This design comes from an exercise in tuning for small area on the open sky130 flow, not from production work.
Function was checked by simulation only, so behaviour that the tests miss may differ from the original.
No activity file was given, so power comes from the tool's default toggle rates.

==> flow/design.v <==
module kbd_scan_react (
    input  wire        clk,
    input  wire        rst,
    input  wire        cmd_valid,
    input  wire [7:0]  cmd,
    output wire        cmd_ready,
    output wire [7:0]  row_n,
    input  wire [7:0]  col_n,
    input  wire [31:0] rnd_data,
    output wire        rnd_take,
    output wire [17:0] ev,
    output wire        led_valid,
    output wire [23:0] led_data,
    output wire        draw_valid,
    output wire [1:0]  draw_sprite,
    output wire [2:0]  fault
);
    localparam [3:0] S_IDLE = 4'd0,  S_INIT = 4'd1,  S_SCAN = 4'd2,  S_DB   = 4'd3,
                     S_EP   = 4'd4,  S_LKM  = 4'd5,  S_LKS  = 4'd6,  S_CK   = 4'd7,
                     S_LR   = 4'd8,  S_LC   = 4'd9,  S_L0   = 4'd10, S_L1   = 4'd11,
                     S_LP   = 4'd12, S_LF   = 4'd13, S_LM   = 4'd14, S_DT   = 4'd15;
    reg [3:0]  st;
    reg        run;       
    reg        h;         
    reg        t;         
    reg [5:0]  p;         
    reg [3:0]  q;         
    reg [1:0]  mode;
    reg [7:0]  ph;        
    reg [3:0]  cidx;      
    reg [6:0]  lcnt;
    reg        seeded;
    reg [1:0]  sprite;
    reg        dz;
    reg        dv;
    reg        evq_any;
    reg        ev_v, ev_k;
    reg [2:0]  ev_r, ev_c;
    reg [1:0]  flt;       
    reg [63:0] r_s, r_b, r_c0, r_c1, r_c2, r_c3;
    reg [167:0] lr;
    reg [31:0] dr;
    wire halted = |flt;
    wire accept = cmd_valid && (st == S_IDLE);
    wire p_last  = (p == 6'd63);
    wire p5_last = (p[4:0] == 5'd31);
    wire q_last  = (q == 4'd11);
    reg  al_last;
    always @* begin
        case (st)
        S_INIT, S_SCAN, S_DB, S_EP: al_last = p_last;
        S_LKM, S_L0, S_L1, S_DT:    al_last = p5_last;
        default:                    al_last = q_last;
        endcase
    end
    wire       hs = r_s[0];
    wire       hb = r_b[0];
    wire [3:0] hc = {r_c3[0], r_c2[0], r_c1[0], r_c0[0]};
    wire       sel_rot = (p[3] == h);
    wire       smp = ~col_n[p[2:0]];
    reg        ns, nb;
    reg [3:0]  nc;
    reg        fired, pop_now, more;
    always @* begin
        ns = hs; nb = hb; nc = hc;
        fired = 1'b0; pop_now = 1'b0; more = 1'b0;
        if (st == S_INIT) begin
            ns = 1'b0; nb = 1'b0; nc = 4'd0;
        end else if (run) begin
            if (st == S_SCAN) begin
                if (sel_rot) ns = smp;
            end else if (st == S_DB) begin
                if (hs == hb) nc = 4'd0;
                else if (hc == 4'd14) begin
                    nb = hs; nc = 4'd15; fired = 1'b1;
                end else nc = hc + 4'd1;
            end else if (st == S_EP) begin
                if (sel_rot && hc == 4'd15) begin
                    if (!ev_v) begin nc = 4'd0; pop_now = 1'b1; end
                    else more = 1'b1;
                end
            end
        end
    end
    wire [4:0] lf_  = lr[4:0];
    wire [8:0] lsrc = lr[13:5];
    wire [7:0] pw   = lsrc[7:0];
    wire       rg0  = pw < 8'd85;
    wire       rg1  = !rg0 && pw < 8'd170;
    wire       rg2  = !rg0 && !rg1;
    wire [7:0] x3   = pw + {pw[6:0], 1'b0} + {6'd0, rg2, rg1};
    wire [7:0] va   = lsrc[8] ? (lsrc[0] ? 8'd128 : 8'd255) : x3;
    wire [7:0] vb   = lsrc[8] ? 8'd255 : ~x3;
    wire [8:0] f10  = {lf_, 3'b000} + {3'b000, lf_, 1'b0};
    wire [9:0] da   = {2'b00, va} - {1'b0, f10};
    wire [9:0] db   = {2'b00, vb} - {1'b0, f10};
    wire [7:0] sa   = da[9] ? 8'd0 : da[7:0];
    wire [7:0] sb   = db[9] ? 8'd0 : db[7:0];
    reg  [7:0] cr, cg, cb;
    always @* begin
        if (lsrc[8])  begin cr = sa;   cg = sa;   cb = sb;   end
        else if (rg0) begin cr = sb;   cg = 8'd0; cb = sa;   end
        else if (rg1) begin cr = 8'd0; cg = sa;   cb = sb;   end
        else          begin cr = sa;   cg = sb;   cb = 8'd0; end
    end
    wire dim = cr < 8'd100;
    reg [7:0] seed;
    always @* begin
        case (q)
        4'd0: seed = 8'd0;    4'd1: seed = 8'd21;   4'd2: seed = 8'd42;
        4'd3: seed = 8'd64;   4'd4: seed = 8'd85;   4'd5: seed = 8'd106;
        4'd6: seed = 8'd128;  4'd7: seed = 8'd149;  4'd8: seed = 8'd170;
        4'd9: seed = 8'd192;  4'd10: seed = 8'd213; default: seed = 8'd234;
        endcase
    end
    wire [3:0] twin  = (cidx < 4'd6) ? cidx + 4'd6 : cidx - 4'd6;
    wire       at_j  = (q == cidx);
    wire [4:0] f_inc = (&lf_) ? lf_ : lf_ + 5'd1;
    reg [13:0] lin;
    reg        take_led;
    always @* begin
        lin = lr[13:0];
        take_led = 1'b0;
        case (st)
        S_INIT: lin = {lsrc, 5'd31};
        S_LM:   if (run) lin = {lsrc, 5'd31};
        S_LR:   if (run) lin = {1'b0, ph + (seeded ? seed : 8'd0), 5'd0};
        S_LC:   if (run) begin
                    if (at_j || (mode[0] && q == twin)) lin = {1'b0, ph, 5'd1};
                    else lin = {lsrc, f_inc};
                end
        S_LP:   if (run) begin
                    if (h && at_j && dim) begin
                        lin = {1'b1, 7'd0, rnd_data[0], 5'd1};
                        take_led = 1'b1;
                    end else lin = {lsrc, f_inc};
                end
        S_LKS:  if (at_j) begin
                    lin = {1'b1, 7'd0, rnd_data[0], 5'd0};
                    take_led = 1'b1;
                end
        S_CK:   if (at_j) lin = {1'b0, ph, 5'd0};
        default: ;
        endcase
    end
    wire       rbit = rnd_data[~p[4:0]];
    wire [3:0] m5x  = {ph[2:0], rbit};
    reg  [2:0] m5n;
    always @* begin
        case (m5x)
        4'd0, 4'd5:  m5n = 3'd0;
        4'd1, 4'd6:  m5n = 3'd1;
        4'd2, 4'd7:  m5n = 3'd2;
        4'd3, 4'd8:  m5n = 3'd3;
        4'd4, 4'd9:  m5n = 3'd4;
        default:     m5n = 3'bxxx;
        endcase
    end
    wire [4:0] m12x = {cidx, rbit};
    wire [3:0] m12n = (m12x >= 5'd12) ? m12x - 5'd12 : m12x[3:0];
    wire       dbit = dz ? 1'b0 : dr[0];
    wire       dsum = dbit ^ h;
    wire [31:0] k400 = 32'd400;
    wire       deq  = t && (dsum == k400[p[4:0]]);
    assign cmd_ready   = (st == S_IDLE);
    assign rnd_take    = ((st == S_LKM || st == S_L0 || st == S_L1) && run && p5_last) || take_led;
    assign ev          = {ev_v, ev_k, 5'd0, ev_r, 5'd0, ev_c};
    assign fault       = {flt, 1'b0};
    assign draw_valid  = dv;
    assign draw_sprite = sprite;
    assign led_valid   = (st == S_LF) && run;
    assign led_data    = {cg, cr, cb};
    wire   row_on      = (st == S_SCAN) && run && sel_rot;
    wire [2:0] row_idx = {h, p[5:4]};
    assign row_n       = ~({7'd0, row_on} << row_idx);
    wire [3:0] cidx_next = (cidx == 4'd11) ? 4'd0 : cidx + 4'd1;
    wire [6:0] lcnt_max  = (mode == 2'd3) ? 7'd99 : 7'd9;
    wire [1:0] sp_tog    = (sprite == 2'd1) ? 2'd2 : 2'd1;
    always @(posedge clk) begin
        r_s  <= {ns,    r_s[63:1]};
        r_b  <= {nb,    r_b[63:1]};
        r_c0 <= {nc[0], r_c0[63:1]};
        r_c1 <= {nc[1], r_c1[63:1]};
        r_c2 <= {nc[2], r_c2[63:1]};
        r_c3 <= {nc[3], r_c3[63:1]};
        lr   <= {lin, lr[167:14]};
        dr   <= {(st == S_DT && run) ? dsum : dr[0], dr[31:1]};
    end
    task led_key;
        begin
            if (mode == 2'd1) begin
                cidx <= 4'd0;
                run  <= 1'b0;
                st   <= S_LKM;
            end else if (mode == 2'd2) begin
                cidx <= cidx_next;
                st   <= S_CK;
            end else
                st <= S_IDLE;
        end
    endtask
    always @(posedge clk) begin
        if (rst) begin
            st <= S_INIT; run <= 1'b0; h <= 1'b0; t <= 1'b0;
            p <= 6'd0; q <= 4'd0;
            mode <= 2'd0; ph <= 8'd0; cidx <= 4'd0; lcnt <= 7'd0; seeded <= 1'b0;
            sprite <= 2'd0; dz <= 1'b1; dv <= 1'b0; evq_any <= 1'b0;
            ev_v <= 1'b0; ev_k <= 1'b0; ev_r <= 3'd0; ev_c <= 3'd0; flt <= 2'd0;
        end else begin
            p  <= p + 6'd1;
            q  <= q_last ? 4'd0 : q + 4'd1;
            dv <= 1'b0;
            if (!run && al_last && st != S_IDLE) run <= 1'b1;
            case (st)
            S_INIT: if (p_last) st <= S_IDLE;
            S_IDLE: if (accept && !halted) begin
                run <= 1'b0;
                case (cmd)
                8'h10: begin st <= S_SCAN; h <= 1'b0; end
                8'h20: if (evq_any) flt[1] <= 1'b1;
                       else st <= S_DB;
                8'h21: if (!evq_any) begin
                           ev_v <= 1'b0; ev_k <= 1'b0; ev_r <= 3'd0; ev_c <= 3'd0;
                       end else begin
                           ev_v <= 1'b0; evq_any <= 1'b0; h <= 1'b0; st <= S_EP;
                       end
                8'h30: if (lcnt == lcnt_max) begin
                           lcnt <= 7'd0;
                           case (mode)
                           2'd0: st <= S_LR;
                           2'd1: begin ph[2:0] <= 3'd0; st <= S_L0; end
                           default: begin cidx <= cidx_next; st <= S_LC; end
                           endcase
                       end else lcnt <= lcnt + 7'd1;
                8'h31: led_key;
                8'h32: st <= S_LF;
                8'h34, 8'h35, 8'h36, 8'h37: begin
                    mode <= cmd[1:0]; lcnt <= 7'd0; cidx <= 4'd0; ph <= 8'd0;
                    if (cmd[1:0] == 2'd0) seeded <= 1'b1;
                    else st <= S_LM;
                end
                8'h40: begin h <= 1'b1; t <= 1'b1; st <= S_DT; end
                8'h41: begin sprite <= sp_tog; dz <= 1'b1; dv <= 1'b1; end
                default: flt[0] <= 1'b1;
                endcase
            end
            S_SCAN: if (run && p_last) begin
                if (!h) h <= 1'b1;
                else begin run <= 1'b0; st <= S_IDLE; end
            end
            S_DB: if (run) begin
                if (fired) evq_any <= 1'b1;
                if (p_last) begin run <= 1'b0; st <= S_IDLE; end
            end
            S_EP: if (run) begin
                if (pop_now) begin
                    ev_v <= 1'b1; ev_k <= hb; ev_r <= {p[3], p[5:4]}; ev_c <= p[2:0];
                end
                if (more) evq_any <= 1'b1;
                if (p_last) begin
                    if (!h) h <= 1'b1;
                    else begin
                        run <= 1'b0;
                        if (pop_now ? hb : ev_k) begin
                            sprite <= sp_tog; dz <= 1'b1; dv <= 1'b1;
                            led_key;
                        end else st <= S_IDLE;
                    end
                end
            end
            S_LKM: if (run) begin
                cidx <= m12n;
                if (p5_last) begin run <= 1'b0; st <= S_LKS; end
            end
            S_LKS: if (at_j) st <= S_IDLE;
            S_CK: if (at_j) begin ph <= ph + 8'd1; st <= S_IDLE; end
            S_LR: if (run && q_last) begin
                ph <= ph + 8'd1; run <= 1'b0; st <= S_IDLE;
            end
            S_LC: if (run && q_last) begin
                ph <= ph + 8'd1; run <= 1'b0; st <= S_IDLE;
            end
            S_L0: if (run) begin
                ph[2:0] <= m5n;
                if (p5_last) begin
                    run <= 1'b0;
                    if (m5n == 3'd0 && rnd_data[1:0] == 2'd0) begin
                        cidx <= 4'd0; st <= S_L1;
                    end else begin
                        h <= 1'b0; st <= S_LP;
                    end
                end
            end
            S_L1: if (run) begin
                cidx <= m12n;
                if (p5_last) begin run <= 1'b0; h <= 1'b1; st <= S_LP; end
            end
            S_LP, S_LF, S_LM: if (run && q_last) begin
                run <= 1'b0; st <= S_IDLE;
            end
            S_DT: if (run) begin
                h <= dbit & h;
                t <= deq;
                if (p5_last) begin
                    run <= 1'b0; dz <= 1'b0; st <= S_IDLE;
                    if (deq) begin sprite <= 2'd0; dv <= 1'b1; end
                end
            end
            default: st <= S_IDLE;
            endcase
        end
    end
endmodule
==> flow/run.sh <==
#!/bin/bash
# synth_recipe.tcl (not shown) runs the flow's synth.tcl, then flattens the netlist and writes it again
# the make line also repeats each setting of config.mk as NAME=value (left out here)
make -C /OpenROAD-flow-scripts/flow DESIGN_CONFIG=/design/flow/config.mk WORK_HOME=/design/flow/orfs CLKGATE_MAP_FILE= SYNTH_SCRIPT=/design/flow/synth_recipe.tcl finish
==> flow/config.mk <==
export PLATFORM = sky130hd
export DESIGN_NAME = kbd_scan_react
export DESIGN_NICKNAME = kbd_scan_react
export VERILOG_FILES = /design/flow/design.v
export SDC_FILE = /design/flow/constraint.sdc
export NUM_CORES = 8
export LEC_CHECK = 0
export CAP_MARGIN = 20
export CORE_MARGIN = 2
export CORE_UTILIZATION = 40
export PLACE_DENSITY = 0.6
export SLEW_MARGIN = 20
==> flow/constraint.sdc <==
create_clock -name core_clock -period 14.0 [get_ports {clk}]
set_input_delay 2.8000 -clock core_clock [delete_from_list [all_inputs] [get_ports {clk}]]
set_output_delay 2.8000 -clock core_clock [all_outputs]
set_load 0.01 [all_outputs]
==> qor.txt, run 1 <==
final routed wirelength across all metal layers = 38490 um
largest net degree at the start of global routing = 49
endpoint of the worst hold path = r_s[33]
top cell type by total area after synthesis = sky130_fd_sc_hd__dfxtp_1
Buffers on Ports = 98
clock tree from TritonCTS = built
kind of path behind the tightest hold check = flop to flop
hold path depth = 0
number of sinks driven by the clock tree = 642
crit start category = flop
root buf cell = sky130_fd_sc_hd__clkbuf_16
RSZ-0062 raised after global routing = false
Gate power share = 37.3%
layout cell share with drive strength beyond 1 = 7.440%
clock insertion delay at the later pin of the skew report = 0.63 ns
Leakage Power = 9.037 nW
number of synthesized register bits = 642
final weighted congestion of routability-driven global placement = 0.9080
die boundary height = 223.5 um
number of placement rows = 80
final core occ = 47.74%
type of element capturing the critical path = output port
start-to-end type of the worst setup path = flop to output port
NumNets Final = 1874
setup violation total in the final timing report = 0
growth of design area from synthesis to finish = 17.99%
via count of the first global-routing pass = 11520
CTS H-Tree Depth = 2
Final Instance Count excl. Fillers = 2416
worst ir drop on vdd = 0.0001705 V
switching power total = 2.034 mW
number of search-and-repair iterations in the first detailed-routing pass = 6
number of distinct library cell variants in the gate-level netlist after synthesis = 88
average footprint of a synthesized cell = 11.73 um2
power density relative to cell area = 258.6 nW/um2
final critical-path required period = 9.738 ns
crit path max fanout = 6
antenna violations before repair = 1
Slew Viols, Final = 0
data required time of the worst path = 11.20 ns
area share of the leading cell type in the synthesized netlist = 66.67%
via/cell ratio = 4.961
detailed placement HPWL = 26410 um
average wire per standard cell = 15.93 um
Setup Skew = 0.04263 ns
fmax = 0.1027 GHz
Clk pwr share = 26.5%
Initial DRC Count = 915
hold slack = 0.2970 ns
cell depth of the worst flop-to-flop path = 24
portion of total power attributed to sequential cells = 36.2%
number of vias after detailed routing = 11990
reg-to-reg endpoint = lr[166]
register area share after synthesis = 66.67%
area of the die = 49970 um2
placement-stage worst setup slack = 4.836 ns
placeable core area = 47650 um2
Top-Level Pins = 110
main area contributors after synthesis = sky130_fd_sc_hd__dfxtp_1, sky130_fd_sc_hd__ha_1, sky130_fd_sc_hd__nand2_1
combined area of all synthesized cells = 19280 um2
number of hold violations in the final report = 0
internal power = 3.848 mW
Syn. warnings = 1
startpoint of the most critical hold path = r_s[34]
result of the run = timing/DRC/antenna clean
switching power share of the total = 34.58%
number of buffers on the longest clock path = 3
Worst R2R Setup Slack = 7.51 ns
headroom to the max-slew limit = 30.45%
Post-synth EDFFs = 0
All-Layer GR Usage = 15.53%
arrival time of the worst setup path = 6.94 ns
Post-Synthesis Cells = 1644
number of remaining DRC errors = 0
clock edge transition at the registers on the reported setup and hold paths = 0.06 ns
wire length of the first global-routing pass = 62090 um
smallest setup slack after layout = 4.262 ns
GRT Residual Overflow = 0
transition at the pin with the smallest max-transition slack = 1.029 ns
Post-CTS Setup Bufs = 0
horizontal die dimension = 223.5 um
Synth async-reset ratio = 0%
final period utilization = 69.55%
Setup TNS = 0 ns
Post-CTS Hold Fix Bufs = 0
post-cts sizing count = 0
start of the worst register-to-register path = lr[8]
Top FF cell, synth = sky130_fd_sc_hd__dfxtp_1
max-capacitance violation count = 0
Initial Util = 40.46%
DP Cell Count = 2307
Antenna Violating Nets Remaining = 0
Inserted Diodes = 0
CTS buffer count = 58
## logic make-up (layout without fill, tap and decap cells)
kind of cell | after synthesis | count (layout) | synth area share [%]
xor gates and xnor gates | 42 | 42 | 1.908
AOI/OAI and AO/OA | 314 | 314 | 10.78
DFF | 642 | 642 | 66.67
adders and majority gates | 71 | 71 | 4.842
and+or+nand+nor | 425 | 425 | 11.25
other | 1 | 11 | 0.01945
buffers and inverters | 122 | 269 | 2.732
muxes | 27 | 27 | 1.798
## placed cells by master (no fill, tap or decap), types with 12 or more instances in the layout
master / netlist / layout
sky130_fd_sc_hd__o211ai_1: 12 / 12
sky130_fd_sc_hd__clkbuf_16: 0 / 58
sky130_fd_sc_hd__clkbuf_1: 34 / 12
sky130_fd_sc_hd__dfxtp_1: 642 / 642
sky130_fd_sc_hd__inv_1: 52 / 52
sky130_fd_sc_hd__a21oi_1: 72 / 72
sky130_fd_sc_hd__clkinv_2: 0 / 12
sky130_fd_sc_hd__or3_1: 16 / 16
sky130_fd_sc_hd__mux2i_1: 20 / 20
sky130_fd_sc_hd__clkdlybuf4s50_1: 0 / 97
sky130_fd_sc_hd__nor2_1: 97 / 97
sky130_fd_sc_hd__a31oi_1: 15 / 15
sky130_fd_sc_hd__nand2_1: 108 / 108
sky130_fd_sc_hd__and3_1: 13 / 13
sky130_fd_sc_hd__nand3_1: 38 / 38
sky130_fd_sc_hd__o31ai_1: 13 / 13
sky130_fd_sc_hd__nor3_1: 37 / 37
sky130_fd_sc_hd__o21ai_0: 62 / 62
sky130_fd_sc_hd__o22ai_1: 20 / 20
sky130_fd_sc_hd__ha_1: 65 / 65
sky130_fd_sc_hd__nand4_1: 12 / 12
sky130_fd_sc_hd__xnor2_1: 23 / 23
sky130_fd_sc_hd__a21o_1: 15 / 15
sky130_fd_sc_hd__xor2_1: 19 / 19
sky130_fd_sc_hd__nor2b_1: 25 / 25
## flip-flops by register name (all words and copies together), names as in the netlist, 3 cells and up
register and flops:
q 4, cidx 4, r_c0 64, ph 8, lcnt 7, seed 4
r_b 64, lr 168, dr 32, r_c1 64, r_c3 64, r_c2 64
ev_r 3, ev_c 3, st 4, r_s 64, p 6
## cell type report
type                       instances  area (um2)
fill                            4339       24900
sequential                       642       12850
tap                              615       769.5
multi-input combinational        890        5936
clock inverter                    30       329.1
timing repair buffer             106        1036
inverter                          54       202.7
clock buffer                      79        1620
## per-layer routing
| layer | share of wire [%] | track usage [%] | vias up |
|---|---|---|---|
| met1 | 49 | 22.28 | 5690 |
| met4 | 2.6 | 5.914 | 0 |
| met2 | 43 | 23.19 | 320 |
| li1 | - | - | 5906 |
| met5 | 0 | 0 | - |
| met3 | 5.6 | 2.951 | 70 |
## per-stage QoR
| step | power, mW | area, um2 |
|---|---|---|
| after detailed placement | 4.357 | 20800 |
| final | 5.882 | 22750 |
| after global placement | 4.347 | 20800 |
| after floorplan | 3.579 | 19310 |
| after global routing | 6.286 | 22750 |
| after CTS | 5.937 | 22750 |
## synthesized netlist by cell type (20+ instances only)
master / number
sky130_fd_sc_hd__a21oi_1: 72
sky130_fd_sc_hd__clkbuf_1: 34
sky130_fd_sc_hd__dfxtp_1: 642
sky130_fd_sc_hd__ha_1: 65
sky130_fd_sc_hd__inv_1: 52
sky130_fd_sc_hd__mux2i_1: 20
sky130_fd_sc_hd__nand2_1: 108
sky130_fd_sc_hd__nand3_1: 38
sky130_fd_sc_hd__nor2_1: 97
sky130_fd_sc_hd__nor2b_1: 25
sky130_fd_sc_hd__nor3_1: 37
sky130_fd_sc_hd__o21ai_0: 62
sky130_fd_sc_hd__o22ai_1: 20
sky130_fd_sc_hd__xnor2_1: 23
## worst max path at each step
stage	from	to	slack (ns)	cells past startpoint
global placement	lr[8]	rnd_take	4.89	24
floorplan	lr[8]	rnd_take	6.35	24
CTS	lr[8]	rnd_take	4.14	24
detailed placement	lr[8]	rnd_take	4.84	24
finish	lr[8]	rnd_take	4.26	24
global route	lr[8]	rnd_take	3.69	26
## critical path: stages (launching register included)
cell                              delay, ns
sky130_fd_sc_hd__dfxtp_1               0.44
sky130_fd_sc_hd__inv_1                 0.10
sky130_fd_sc_hd__ha_1                  0.18
sky130_fd_sc_hd__nor2b_1               0.14
sky130_fd_sc_hd__o31a_1                0.27
sky130_fd_sc_hd__o22ai_1               0.48
sky130_fd_sc_hd__fa_1                  0.52
sky130_fd_sc_hd__inv_1                 0.07
sky130_fd_sc_hd__ha_1                  0.17
sky130_fd_sc_hd__inv_1                 0.06
sky130_fd_sc_hd__fa_1                  0.41
sky130_fd_sc_hd__nor2b_1               0.12
sky130_fd_sc_hd__o21ai_0               0.08
sky130_fd_sc_hd__nand2b_1              0.11
sky130_fd_sc_hd__a21o_1                0.13
sky130_fd_sc_hd__a21oi_1               0.07
sky130_fd_sc_hd__xnor2_1               0.15
sky130_fd_sc_hd__or2_2                 0.28
sky130_fd_sc_hd__ha_1                  0.24
sky130_fd_sc_hd__o41ai_1               0.60
sky130_fd_sc_hd__nor3_1                0.13
sky130_fd_sc_hd__a32oi_1               0.32
sky130_fd_sc_hd__o2111ai_1             0.34
sky130_fd_sc_hd__o221ai_1              0.28
sky130_fd_sc_hd__clkdlybuf4s50_1       0.62
## power groups by stage
stage / registers, mW / clock network, mW / logic (mW)
final: 2.13 / 1.56 / 2.20
after global routing: 2.16 / 1.68 / 2.45
after CTS: 2.14 / 1.61 / 2.19
after detailed placement: 2.17 / 0 / 2.18
after global placement: 2.17 / 0 / 2.18
after floorplan: 2.13 / 0 / 1.45
==> inputs of run 2 (changes only) <==
--- a/flow/config.mk
+++ b/flow/config.mk
@@ -8,5 +8,6 @@
 export CAP_MARGIN = 20
 export CORE_MARGIN = 2
 export CORE_UTILIZATION = 40
+export CTS_BUF_LIST = sky130_fd_sc_hd__clkbuf_4
 export PLACE_DENSITY = 0.6
 export SLEW_MARGIN = 20
==> run 2 against run 1 <==
Net effect:
- flip-flop and latch count stayed put
- synthesized cell count stayed put
- non-clock buffer count stayed put
- hold slack worse by 0.016 ns
- via count is 5.3% higher
- die area stayed put
- setup slack worse by 0.29 ns
- largest power group unchanged
- wire length is 2.3% higher
- sequential power hardly changed
- core utilization is 0.079 points higher
- sequential share of layout area is 0.093 points lower
==> qor.txt, run 2 <==
result of the run = timing/DRC/antenna clean
via/cell ratio = 4.888
Setup Skew = 0.07250 ns
wire length of the first global-routing pass = 63730 um
Top-Level Pins = 110
Top FF cell, synth = sky130_fd_sc_hd__dfxtp_1
portion of netlist area occupied by mux cells = 1.798%
number of placement rows = 80
placeable core area = 47650 um2
kind of path behind the tightest hold check = flop to flop
die boundary height = 223.5 um
headroom to the max-slew limit = 26.45%
top cell type by total area after synthesis = sky130_fd_sc_hd__dfxtp_1
Synth async-reset ratio = 0%
number of buffers and inverters on the critical path = 4
final cell area excluding filler cells = 22780 um2
cell family with the largest share of critical-path delay = compound AO/OA/AOI/OAI gates
Post-CTS Hold Fix Bufs = 0
most frequent cell after synthesis = sky130_fd_sc_hd__dfxtp_1
top cells by instance count after synthesis = sky130_fd_sc_hd__dfxtp_1, sky130_fd_sc_hd__nand2_1, sky130_fd_sc_hd__nor2_1
crit path max fanout = 6
worst ir drop on vdd = 0.0001684 V
adder and majority cell fraction of the synthesized area = 4.842%
area share of the leading cell type in the synthesized netlist = 66.67%
max-capacitance violation count = 0
xor-xnor portion of the synthesized cell area = 1.908%
leading cell type in the layout, fill and taps excluded = sky130_fd_sc_hd__dfxtp_1
complex-gate fraction of the synthesized area = 10.78%
detailed placement HPWL = 26410 um
startpoint of the most critical hold path = r_c0[5]
number of vias after detailed routing = 12620
number of synthesized register bits = 642
Post-CTS Setup Bufs = 0
clock tree from TritonCTS = built
Slew Viols, Final = 0
number of remaining DRC errors = 0
Syn. warnings = 1
horizontal die dimension = 223.5 um
Initial DRC Count = 873
fmax = 0.09973 GHz
largest net degree at the start of global routing = 49
Filler Cells Inserted = 4427
commonest cells after routing, fill and taps aside = sky130_fd_sc_hd__dfxtp_1, sky130_fd_sc_hd__clkbuf_4, sky130_fd_sc_hd__nand2_1
combined area of all synthesized cells = 19280 um2
Slowest cell on crit path = sky130_fd_sc_hd__clkdlybuf4s50_1
type of element capturing the critical path = output port
area after detailed placement = 20800 um2
power density relative to cell area = 255.0 nW/um2
average wire per standard cell = 15.25 um
clock edge transition at the registers on the reported setup and hold paths = 0.07 ns
Buffers on Ports = 98
final weighted congestion of routability-driven global placement = 0.9080
area taken by flip-flops and latches = 12850 um2
GRT Residual Overflow = 0
Post-Synthesis Cells = 1644
Initial Util = 40.46%
start of the worst register-to-register path = lr[8]
NumNets Final = 1969
data required time of the worst path = 11.20 ns
post-cts sizing count = 0
transition at the pin with the smallest max-transition slack = 1.088 ns
number of distinct library cell variants in the gate-level netlist after synthesis = 88
number of buffers on the longest clock path = 3
launch point of the worst path = lr[8]
clock insertion delay at the later pin of the skew report = 0.95 ns
final period utilization = 71.62%
growth of design area from synthesis to finish = 18.19%
RSZ-0062 raised after global routing = false
cell-by-cell listing of the critical path = inv_1 > ha_1 > nor2b_1 > o31a_1 > o22ai_1 > fa_1 > inv_1 > ha_1 > inv_1 > fa_1 > nor2b_1 > o21ai_0 > nand2b_1 > a21o_1 > a21oi_1 > xnor2_1 > or2_2 > ha_1 > o41ai_1 > nor3_1 > a32oi_1 > o2111ai_1 > o221ai_1 > clkdlybuf4s50_1
number of sinks driven by the clock tree = 642
average footprint of a synthesized cell = 11.73 um2
root buf cell = sky130_fd_sc_hd__clkbuf_4
Antenna Violating Nets Remaining = 0
area of combinational cells with multiple inputs = 5936 um2
layout cell share with drive strength beyond 1 = 14.51%
number of search-and-repair iterations in the first detailed-routing pass = 5
via count of the first global-routing pass = 12390
All-Layer GR Usage = 16.19%
number of hold violations in the final report = 0
critical path's largest stage delay = 0.62 ns
fraction of the mapped netlist area in simple logic gates = 11.25%
final routed wirelength across all metal layers = 39370 um
crit start category = flop
start-to-end type of the worst setup path = flop to output port
Leakage Power = 9.262 nW
register area share after synthesis = 66.67%
setup violation total in the final timing report = 0
register with the highest flop count = lr
combinational family with the most area after synthesis = simple AND/OR/NAND/NOR gates
final critical-path required period = 10.03 ns
Setup TNS = 0 ns
CTS H-Tree Depth = 4
area of the die = 49970 um2
flip-flop count of the largest register, all copies and words added = 168
arrival time of the worst setup path = 7.23 ns
main area contributors after synthesis = sky130_fd_sc_hd__dfxtp_1, sky130_fd_sc_hd__ha_1, sky130_fd_sc_hd__nand2_1
antenna violations before repair = 3
CTS buffer count = 153
Post-synth EDFFs = 0
==> run 2: cell types whose count changed in the layout (fill, tap and decap cells not counted), moves of 2 or more <==
cell                        previous run  this run
sky130_fd_sc_hd__clkbuf_4              0       224
sky130_fd_sc_hd__clkinv_16             2         0
sky130_fd_sc_hd__clkinv_4              3         0
sky130_fd_sc_hd__clkbuf_1             12         0
sky130_fd_sc_hd__clkinv_2             12        10
sky130_fd_sc_hd__clkinv_1              1        25
sky130_fd_sc_hd__clkbuf_8              9         0
sky130_fd_sc_hd__clkbuf_16            58         0
sky130_fd_sc_hd__diode_2               0         2
==> run 2: report_power, final <==
part	switching [mW]	internal (mW)
combinational	1.27	0.930
sequential	0.0903	2.04
clock	0.701	0.782
==> run 2: cell type report <==
type / count / area share [%]
tap: 615 / 3.377
sequential: 642 / 56.41
multi-input combinational: 890 / 26.05
antenna: 2 / 0.02197
clock inverter: 48 / 1.318
timing repair buffer: 106 / 4.547
clock buffer: 224 / 7.381
inverter: 54 / 0.8897
==> run 2: metrics by stage <==
step                      instances  utilization, %  power [mW]  hold WS, ns  setup slack [ns]
after floorplan                1654               -       3.579       0.3096             6.355
after global placement         2307           43.65       4.347       0.3097             4.888
after detailed placement       2307           43.65       4.357       0.3121             4.836
after CTS                      2579           47.81       5.884       0.2896             3.761
after global routing           2581           47.82       6.248       0.3006             3.336
final                          2581           47.82       5.809       0.2806             3.973
==> run 2: path summary, 6_finish.rpt <==
check | cells past startpoint | end | slack [ns]
hold / removal | 0 | r_c0[4] | 0.28
setup reg to reg | 24 | lr[163] | 7.57
setup / recovery | 24 | rnd_take | 3.97
hold reg to reg | 0 | r_c0[4] | 0.28
==> run 2: cells by family (layout without fill, tap and decap cells) <==
kind of cell	count (synthesis)	after routing
and+or+nand+nor	425	425
muxes	27	27
other	1	13
adders and majority gates	71	71
xor gates and xnor gates	42	42
AOI/OAI and AO/OA	314	314
buffers and inverters	122	432
DFF	642	642
==> run 2: routing by layer <==
layer  up-vias  share of wire (%)  track usage [%]  wire length, um
met1      5972                 48            21.66            18870
met5         -                  0                0                0
met4         0                3.1            8.817             1236
met3        80                6.1            5.220             2387
met2       357                 43            23.17            16880
li1       6207                  -                -                -
==> inputs of run 3 (changes only) <==
--- a/flow/config.mk
+++ b/flow/config.mk
@@ -8,6 +8,7 @@
 export CAP_MARGIN = 20
 export CORE_MARGIN = 2
 export CORE_UTILIZATION = 40
-export CTS_BUF_LIST = sky130_fd_sc_hd__clkbuf_4
+export CTS_BUF_LIST = sky130_fd_sc_hd__clkbuf_8
+export CTS_CLUSTER_SIZE = 30
 export PLACE_DENSITY = 0.6
 export SLEW_MARGIN = 20
==> run 3 against run 2 <==
Net effect:
- via count shrank 3.2%
- global-route usage decreased by 0.30 points
- wire length shrank 0.92%
- combinational power about the same
- synthesized cell count stayed put
- sequential share of layout area grew 0.11 points
- hold slack improved by 0.020 ns
==> qor.txt, run 3 <==
average footprint of a synthesized cell = 11.73 um2
transition at the pin with the smallest max-transition slack = 1.100 ns
Post-CTS Hold Fix Bufs = 0
Initial DRC Count = 848
start of the worst register-to-register path = lr[8]
register area share after synthesis = 66.67%
worst ir drop on vdd = 0.0001688 V
All-Layer GR Usage = 15.89%
GRT Residual Overflow = 0
Post-synth EDFFs = 0
clock tree from TritonCTS = built
register with the highest flop count = lr
growth of design area from synthesis to finish = 17.95%
root buf cell = sky130_fd_sc_hd__clkbuf_8
CTS H-Tree Depth = 3
post-cts sizing count = 0
Filler Cells Inserted = 4414
number of sinks driven by the clock tree = 642
most frequent cell after synthesis = sky130_fd_sc_hd__dfxtp_1
largest net degree at the start of global routing = 49
average wire per standard cell = 15.76 um
Setup TNS = 0 ns
final period utilization = 69.97%
power density relative to cell area = 255.6 nW/um2
critical path endpoint = rnd_take
placement-stage worst setup slack = 4.836 ns
number of remaining DRC errors = 0
start-to-end type of the worst setup path = flop to output port
crit start category = flop
setup violation total in the final timing report = 0
die boundary height = 223.5 um
smallest setup slack after layout = 4.204 ns
number of search-and-repair iterations in the first detailed-routing pass = 5
area taken by flip-flops and latches = 12850 um2
Post-CTS Setup Bufs = 0
placeable core area = 47650 um2
via/cell ratio = 4.930
NumNets Final = 1910
number of hold violations in the final report = 0
clock edge transition at the registers on the reported setup and hold paths = 0.07 ns
hold slack = 0.3011 ns
Leakage Power = 9.195 nW
area of combinational cells with multiple inputs = 5936 um2
antenna violations before repair = 2
cell depth of the worst flop-to-flop path = 24
reg-to-reg endpoint = lr[161]
launch point of the worst path = lr[8]
crit path max fanout = 6
area of the die = 49970 um2
via count of the first global-routing pass = 11880
Initial Util = 40.46%
Setup Skew = 0.04440 ns
Antenna Violating Nets Remaining = 0
detailed placement HPWL = 26410 um
max-capacitance violation count = 0
Buffers on Ports = 98
result of the run = timing/DRC/antenna clean
Top FF cell, synth = sky130_fd_sc_hd__dfxtp_1
Final Instance Count excl. Fillers = 2476
headroom to the max-slew limit = 25.60%
top cells by instance count after synthesis = sky130_fd_sc_hd__dfxtp_1, sky130_fd_sc_hd__nand2_1, sky130_fd_sc_hd__nor2_1
RSZ-0062 raised after global routing = false
final critical-path required period = 9.796 ns
arrival time of the worst setup path = 7.00 ns
top cell type by total area after synthesis = sky130_fd_sc_hd__dfxtp_1
number of vias after detailed routing = 12210
kind of path behind the tightest hold check = flop to flop
clock insertion delay at the later pin of the skew report = 0.70 ns
data required time of the worst path = 11.20 ns
final weighted congestion of routability-driven global placement = 0.9080
DP Cell Count = 2307
CTS buffer count = 94
commonest cells after routing, fill and taps aside = sky130_fd_sc_hd__dfxtp_1, sky130_fd_sc_hd__clkbuf_8, sky130_fd_sc_hd__nand2_1
flip-flop count of the largest register, all copies and words added = 168
Top-Level Pins = 110
area share of the leading cell type in the synthesized netlist = 66.67%
number of distinct library cell variants in the gate-level netlist after synthesis = 88
type of element capturing the critical path = output port
number of synthesized register bits = 642
leading cell type in the layout, fill and taps excluded = sky130_fd_sc_hd__dfxtp_1
horizontal die dimension = 223.5 um
main area contributors after synthesis = sky130_fd_sc_hd__dfxtp_1, sky130_fd_sc_hd__ha_1, sky130_fd_sc_hd__nand2_1
fmax = 0.1021 GHz
wire length of the first global-routing pass = 63120 um
Syn. warnings = 1
hold path depth = 0
final routed wirelength across all metal layers = 39010 um
overall power = 5.813 mW
number of placement rows = 80
Slew Viols, Final = 0
layout cell share with drive strength beyond 1 = 9.409%
Worst R2R Setup Slack = 7.52 ns
number of buffers on the longest clock path = 3
Post-Synthesis Cells = 1644
combined area of all synthesized cells = 19280 um2
Synth async-reset ratio = 0%
-- run 3: cell counts after synthesis --
Identical to the previous run, type by type.
-- run 3: cells by family (layout without fill, tap and decap cells) --
group                    Yosys count  count (layout)  share of synthesized area, %
flip-flops                       642             642                         66.67
other                              1              12                       0.01945
AND/OR/NAND/NOR                  425             425                         11.25
AO/OA/AOI/OAI                    314             314                         10.78
multiplexers                      27              27                         1.798
adder cells (fa/ha/maj)           71              71                         4.842
XOR/XNOR                          42              42                         1.908
buffers and inverters            122             328                         2.732
-- run 3: area by class of cell --
type                            instances  area share, %
Inverter                               54         0.8914
Tap cell                              615          3.384
Sequential cell                       642          56.52
Clock inverter                         54          1.629
Clock buffer                          114          6.900
Timing Repair Buffer                  106          4.556
Multi-Input combinational cell        890          26.10
Antenna cell                            1        0.01101
-- run 3: critical path, cell delays in order, from the launching register on --
cell and delay (ns):
sky130_fd_sc_hd__dfxtp_1 0.44, sky130_fd_sc_hd__inv_1 0.09, sky130_fd_sc_hd__ha_1 0.18, sky130_fd_sc_hd__nor2b_1 0.14, sky130_fd_sc_hd__o31a_1 0.27, sky130_fd_sc_hd__o22ai_1 0.52, sky130_fd_sc_hd__fa_1 0.53, sky130_fd_sc_hd__inv_1 0.07
sky130_fd_sc_hd__ha_1 0.17, sky130_fd_sc_hd__inv_1 0.06, sky130_fd_sc_hd__fa_1 0.41, sky130_fd_sc_hd__nor2b_1 0.12, sky130_fd_sc_hd__o21ai_0 0.08, sky130_fd_sc_hd__nand2b_1 0.11, sky130_fd_sc_hd__a21o_1 0.13, sky130_fd_sc_hd__a21oi_1 0.07
sky130_fd_sc_hd__xnor2_1 0.15, sky130_fd_sc_hd__or2_2 0.28, sky130_fd_sc_hd__ha_1 0.24, sky130_fd_sc_hd__o41ai_1 0.58, sky130_fd_sc_hd__nor3_1 0.13, sky130_fd_sc_hd__a32oi_1 0.31, sky130_fd_sc_hd__o2111ai_1 0.35, sky130_fd_sc_hd__o221ai_1 0.29
sky130_fd_sc_hd__clkdlybuf4s50_1 0.62
-- run 3: worst min path at each step --
stage	to	start
detailed placement	lr[100]	lr[114]
floorplan	dr[0]	dr[1]
CTS	r_c2[14]	r_c2[15]
global placement	lr[68]	lr[82]
global route	lr[91]	lr[105]
finish	r_c0[4]	r_c0[5]
-- run 3: metal layers --
layer | track usage [%] | vias up | routed length (um)
li1 | - | 5997 | -
met5 | 0 | - | 0
met2 | 22.91 | 330 | 16490
met3 | 3.935 | 88 | 2297
met4 | 7.570 | 0 | 1237
met1 | 22.30 | 5792 | 18980
-- run 3: metrics by stage --
| step | util (%) | cell area [um2] |
|---|---|---|
| after global routing | 47.72 | 22740 |
| after detailed placement | 43.65 | 20800 |
| after CTS | 47.72 | 22740 |
| after floorplan | - | 19310 |
| final | 47.72 | 22740 |
| after global placement | 43.65 | 20800 |
-- run 3: report_power, final --
group | total (mW) | switching, mW | internal [mW] | leakage [nW]
clock | 1.49 | 0.685 | 0.803 | 1.11
sequential | 2.13 | 0.0907 | 2.04 | 5.22
combinational | 2.19 | 1.27 | 0.929 | 2.87

static timing again, ports no longer ideal:
The results above use ideal ports. As a check the final layouts listed here were re-extracted and re-timed, cells and wires unchanged. Step 1, drivers: a clkbuf_16 drives clk and a buf_2 each remaining input, both assumed. Step 2 adds t to the input delays and takes it off the output delays; t is the mean of the earliest and latest rising clock arrival at the registers after step 1. Input paths then give back, and output paths get back, about the clock's delay inside the block. Slacks: no drivers / after step 1 / after step 2; pairs: no drivers / after step 1.
run | shift t [ns] | setup slack, ns | slew at the worst register clock pin (ns) | worst slew at a driven data input, ns | pins driven straight from the clock port
run 1 | 0.663 | 4.262 / 4.206 / 4.870 | 0.07 / 0.07 | 0.06 | 1
run 2 | 0.963 | 3.973 / 3.920 / 4.883 | 0.08 / 0.08 | 0.05 | 1
run 3 | 0.733 | 4.204 / 4.152 / 4.885 | 0.07 / 0.07 | 0.05 | 1
After both steps every run listed still meets setup and hold.
